Source: an optimization exercise on an open RTL-to-GDS flow (aim: small area). Production flows keep margins and buffers that such runs may drop. The RTL was checked by simulation tests, not by an equivalence proof against the original design. The flow treats the clock pin as an ideal source, which a real chip does not have. Power is estimated from default activity; no workload was simulated.

## segcodec
module segcodec (
    input             clk,
    input             rst,
    input             h_req,
    input             h_we,
    input      [1:0]  h_size,     
    input      [12:0] h_addr,
    input      [31:0] h_wdata,
    output            h_done,
    output reg        h_err,
    output reg [31:0] h_rdata,
    output reg        mem_en,
    output reg        mem_we,
    output reg [3:0]  mem_be,
    output reg [8:0]  mem_addr,
    output reg [31:0] mem_wdata,
    input      [31:0] mem_rdata
);
    localparam [2:0] S_IDLE = 3'd0, S_PRIME = 3'd1, S_SUM = 3'd2, S_FIN = 3'd3, S_DONE = 3'd4;
    reg [2:0]  state;
    reg [2:0]  tx_flags;    
    reg [10:0] tx_len;
    reg [5:0]  tx_seq;
    reg [5:0]  tx_ackn;
    reg [3:0]  lastop;      
    reg [2:0]  cause;
    reg        rxv;         
    reg [31:0] rxr;         
    reg [15:0] csum_r;      
    reg [15:0] rx_size;
    reg [15:0] cs_len;
    reg [13:0] p;           
    reg        cy;          
    wire st_idle  = (state == S_IDLE);
    wire st_prime = (state == S_PRIME);
    wire st_sum   = (state == S_SUM);
  ...
==> flow/config.mk <==
export PLATFORM = sky130hd
export DESIGN_NAME = segcodec
export DESIGN_NICKNAME = segcodec
export VERILOG_FILES = /design/flow/design.v
export SDC_FILE = /design/flow/constraint.sdc
export NUM_CORES = 4
export LEC_CHECK = 0
export ABC_AREA = 1
export CAP_MARGIN = 20
export CORE_MARGIN = 2
export CORE_UTILIZATION = 70
export GPL_TIMING_DRIVEN = 0
export SLEW_MARGIN = 20
==> flow/constraint.sdc <==
create_clock -name core_clock -period 6.0 [get_ports {clk}]
set_input_delay 1.2000 -clock core_clock [delete_from_list [all_inputs] [get_ports {clk}]]
set_output_delay 1.2000 -clock core_clock [all_outputs]
set_load 0.01 [all_outputs]
standard.sh (not shown) runs the stock make flow with config.mk's settings and CLKGATE_MAP_FILE= SYNTH_SCRIPT=/design/flow/synth_recipe.tcl, a recipe that flattens the netlist after the stock synthesis.
==> flow/flow/run.sh <==
#!/bin/bash
# Standard ORFS layout (the standard.sh) with three changes:
#  - minimum-size port buffers (buf_1) instead of the resizer's pick,
#  - a small balanced clock tree built by hand before CTS (flow/clocktree.tcl):
#    one root buffer and eight leaf buffers (TritonCTS then skips the net),
#  - an area-targeted ABC restructuring of the combinational logic after
#    floorplan (registers are left as synthesised).
set -euo pipefail
here=$(pwd)
export BUFFER_PORTS_ARGS="-buffer_cell sky130_fd_sc_hd__buf_1"
export CTS_ARGS="-sink_clustering_enable -repair_clock_nets -dont_use_dummy_load -buf_list {sky130_fd_sc_hd__clkbuf_4 sky130_fd_sc_hd__clkbuf_8}"
export PRE_CTS_TCL="$here/flow/clocktree.tcl"
export CLOCK_LEAVES=8
export CLOCK_LEAF_CELL=sky130_fd_sc_hd__clkbuf_8
export CLOCK_ROOT_CELL=sky130_fd_sc_hd__clkbuf_8
export POST_FLOORPLAN_TCL="$here/flow/restructure.tcl"
export RESTRUCTURE_DIR="$here/restructure"
mkdir -p "$RESTRUCTURE_DIR"
python3 flow/filter_lib.py "$FLOW_HOME/platforms/sky130hd/lib/sky130_fd_sc_hd__tt_025C_1v80.lib" "$RESTRUCTURE_DIR/abc.lib" > filter_lib.log 2>&1
bash standard.sh > standard.log 2>&1
Other scripts of this flow, unchanged in this note and not shown: flow/flow/clocktree.tcl, flow/flow/filter_lib.py, flow/flow/restructure.tcl
Edit:
--- a/flow/config.mk
+++ b/flow/config.mk
@@ -11 +11 @@
-export CORE_UTILIZATION = 70
+export CORE_UTILIZATION = 55
Result: The new run ran to the end with no violations. Cell count grows by a few percent. Wire length came out higher by a few percent. Register-to-register slack improved by 0.12 ns. Setup slack is better by 0.018 ns. Via count fell by a few percent. Maximum frequency went up slightly.
Edit:
--- a/flow/config.mk
+++ b/flow/config.mk
@@ -11 +11 @@
-export CORE_UTILIZATION = 55
+export CORE_UTILIZATION = 40
Effect: Die area climbs by well over a third; final cell count climbs by a few percent; cell area came out higher slightly; clock power rises slightly; total power went up slightly; flip-flop and latch count stays the same; hold slack improved by 0.0075 ns; synthesized area does not change; via count goes down by a few percent.

* * *

Starting RTL as in the previous note.
Design segcodec, start of the top module:
module segcodec (
    input             clk,
    input             rst,
    input             h_req,
    input             h_we,
    input      [1:0]  h_size,     
    input      [12:0] h_addr,
    input      [31:0] h_wdata,
    output            h_done,
    output reg        h_err,
    output reg [31:0] h_rdata,
    output reg        mem_en,
    output reg        mem_we,
    output reg [3:0]  mem_be,
    output reg [8:0]  mem_addr,
    output reg [31:0] mem_wdata,
    input      [31:0] mem_rdata
);
    localparam [2:0] S_IDLE = 3'd0, S_PRIME = 3'd1, S_SUM = 3'd2, S_FIN = 3'd3, S_DONE = 3'd4;
    reg [2:0]  state;
    reg [2:0]  tx_flags;    
    reg [10:0] tx_len;
    reg [5:0]  tx_seq;
    reg [5:0]  tx_ackn;
    reg [3:0]  lastop;      
    reg [2:0]  cause;
    reg        rxv;         
    reg [31:0] rxr;         
    reg [15:0] csum_r;      
    reg [15:0] rx_size;
    reg [15:0] cs_len;
    reg [13:0] p;           
  ...
clock: 6.0 ns
lec_check: 0
abc_area: 1
cap_margin: 20
core_margin: 2
core_utilization: 40
slew_margin: 20
==> flow/flow/run.sh <==
#!/bin/bash
# Standard ORFS layout (the standard.sh) with three changes:
#  - minimum-size port buffers (buf_1) instead of the resizer's pick,
#  - a clock tree of clkbuf_4/8 without dummy loads,
#  - an area-targeted ABC restructuring of the combinational logic after
#    floorplan (registers are left as synthesised).
set -euo pipefail
here=$(pwd)
export BUFFER_PORTS_ARGS="-buffer_cell sky130_fd_sc_hd__buf_1"
export CTS_ARGS="-sink_clustering_enable -repair_clock_nets -dont_use_dummy_load -buf_list {sky130_fd_sc_hd__clkbuf_4 sky130_fd_sc_hd__clkbuf_8}"
export POST_FLOORPLAN_TCL="$here/flow/restructure.tcl"
export RESTRUCTURE_DIR="$here/restructure"
mkdir -p "$RESTRUCTURE_DIR"
python3 flow/filter_lib.py "$FLOW_HOME/platforms/sky130hd/lib/sky130_fd_sc_hd__tt_025C_1v80.lib" "$RESTRUCTURE_DIR/abc.lib" > filter_lib.log 2>&1
bash standard.sh > standard.log 2>&1
==> flow/flow/filter_lib.py <==
"""Copy a Liberty file without the cells the platform marks don't-use
(sky130hd: *probe*, *lpflow*), for ABC restructuring to map onto."""
import re
import sys

src, dst = sys.argv[1], sys.argv[2]
text = open(src).read()
out = []
pos = 0
for m in re.finditer(r'\n\s*cell\s*\(\s*"?([A-Za-z0-9_]+)"?\s*\)\s*\{', text):
    if m.start() < pos:
        continue
    name = m.group(1)
    if "lpflow" not in name and "probe" not in name:
        continue
    # find the matching closing brace
    depth = 0
    i = m.end() - 1
    while True:
        c = text[i]
        if c == "{":
            depth += 1
        elif c == "}":
            depth -= 1
            if depth == 0:
                break
        i += 1
    out.append(text[pos:m.start()])
    pos = i + 1
out.append(text[pos:])
open(dst, "w").write("".join(out))
==> flow/flow/restructure.tcl <==
# Area recovery: re-map the combinational logic with ABC, targeting area.
report_design_area
# a copy of the library without the don't-use cells (run.sh writes it)
set lib $::env(RESTRUCTURE_DIR)/abc.lib
restructure -target area -liberty_file $lib \
  -tielo_port sky130_fd_sc_hd__conb_1/LO -tiehi_port sky130_fd_sc_hd__conb_1/HI \
  -work_dir $::env(RESTRUCTURE_DIR) -abc_logfile $::env(RESTRUCTURE_DIR)/abc.log
report_design_area
Next try:
- ABC_AREA: 1 -> unset
Result: Non-clock buffer count rose by 2; routed wire length climbs by about 9%; clock power rises by about 0.7%; fmax drops by about 1.5%; cell count increases by about 11%; first-iteration DRC count came out higher by about 5.4%; hold slack is worse by 0.017 ns; global-route usage rose by 1.7 points; cell area goes up by 8.1%.

==> afterwards: timing with drivers on the ports <==
In the flow no input, the clock included, has a driving cell. The finished layouts below were timed again as built, in two steps.
Step 1: set_driving_cell puts a clkbuf_16 on clk and a buf_2 on each other input, an assumption about the parent block.
Step 2 also shifts input and output timing later by t, the mid clock arrival at the registers, as if the neighbouring blocks saw the same clock.
Slacks: ideal / step 1 / step 2; pairs: ideal / step 1.
run | t, ns | setup WS [ns] | slew at the worst register clock pin (ns)
the first run of note 1 | 0.427 | 0.335 / 0.335 / 0.325 | 0.11 / 0.11
the second run of note 1 | 0.434 | 0.353 / 0.335 / 0.335 | 0.12 / 0.12
the third run of note 1 | 0.446 | 0.266 / 0.247 / 0.247 | 0.11 / 0.11
the first run of note 2 | 0.475 | 0.557 / 0.517 / 0.652 | 0.08 / 0.08
the second run of note 2 | 0.489 | 0.472 / 0.433 / 0.766 | 0.09 / 0.09
After both steps setup and hold are still met in every run listed. For the third run of note 1, which loses most, drivers alone change the setup slack by -0.019 ns; drivers and shift together by -0.019 ns.
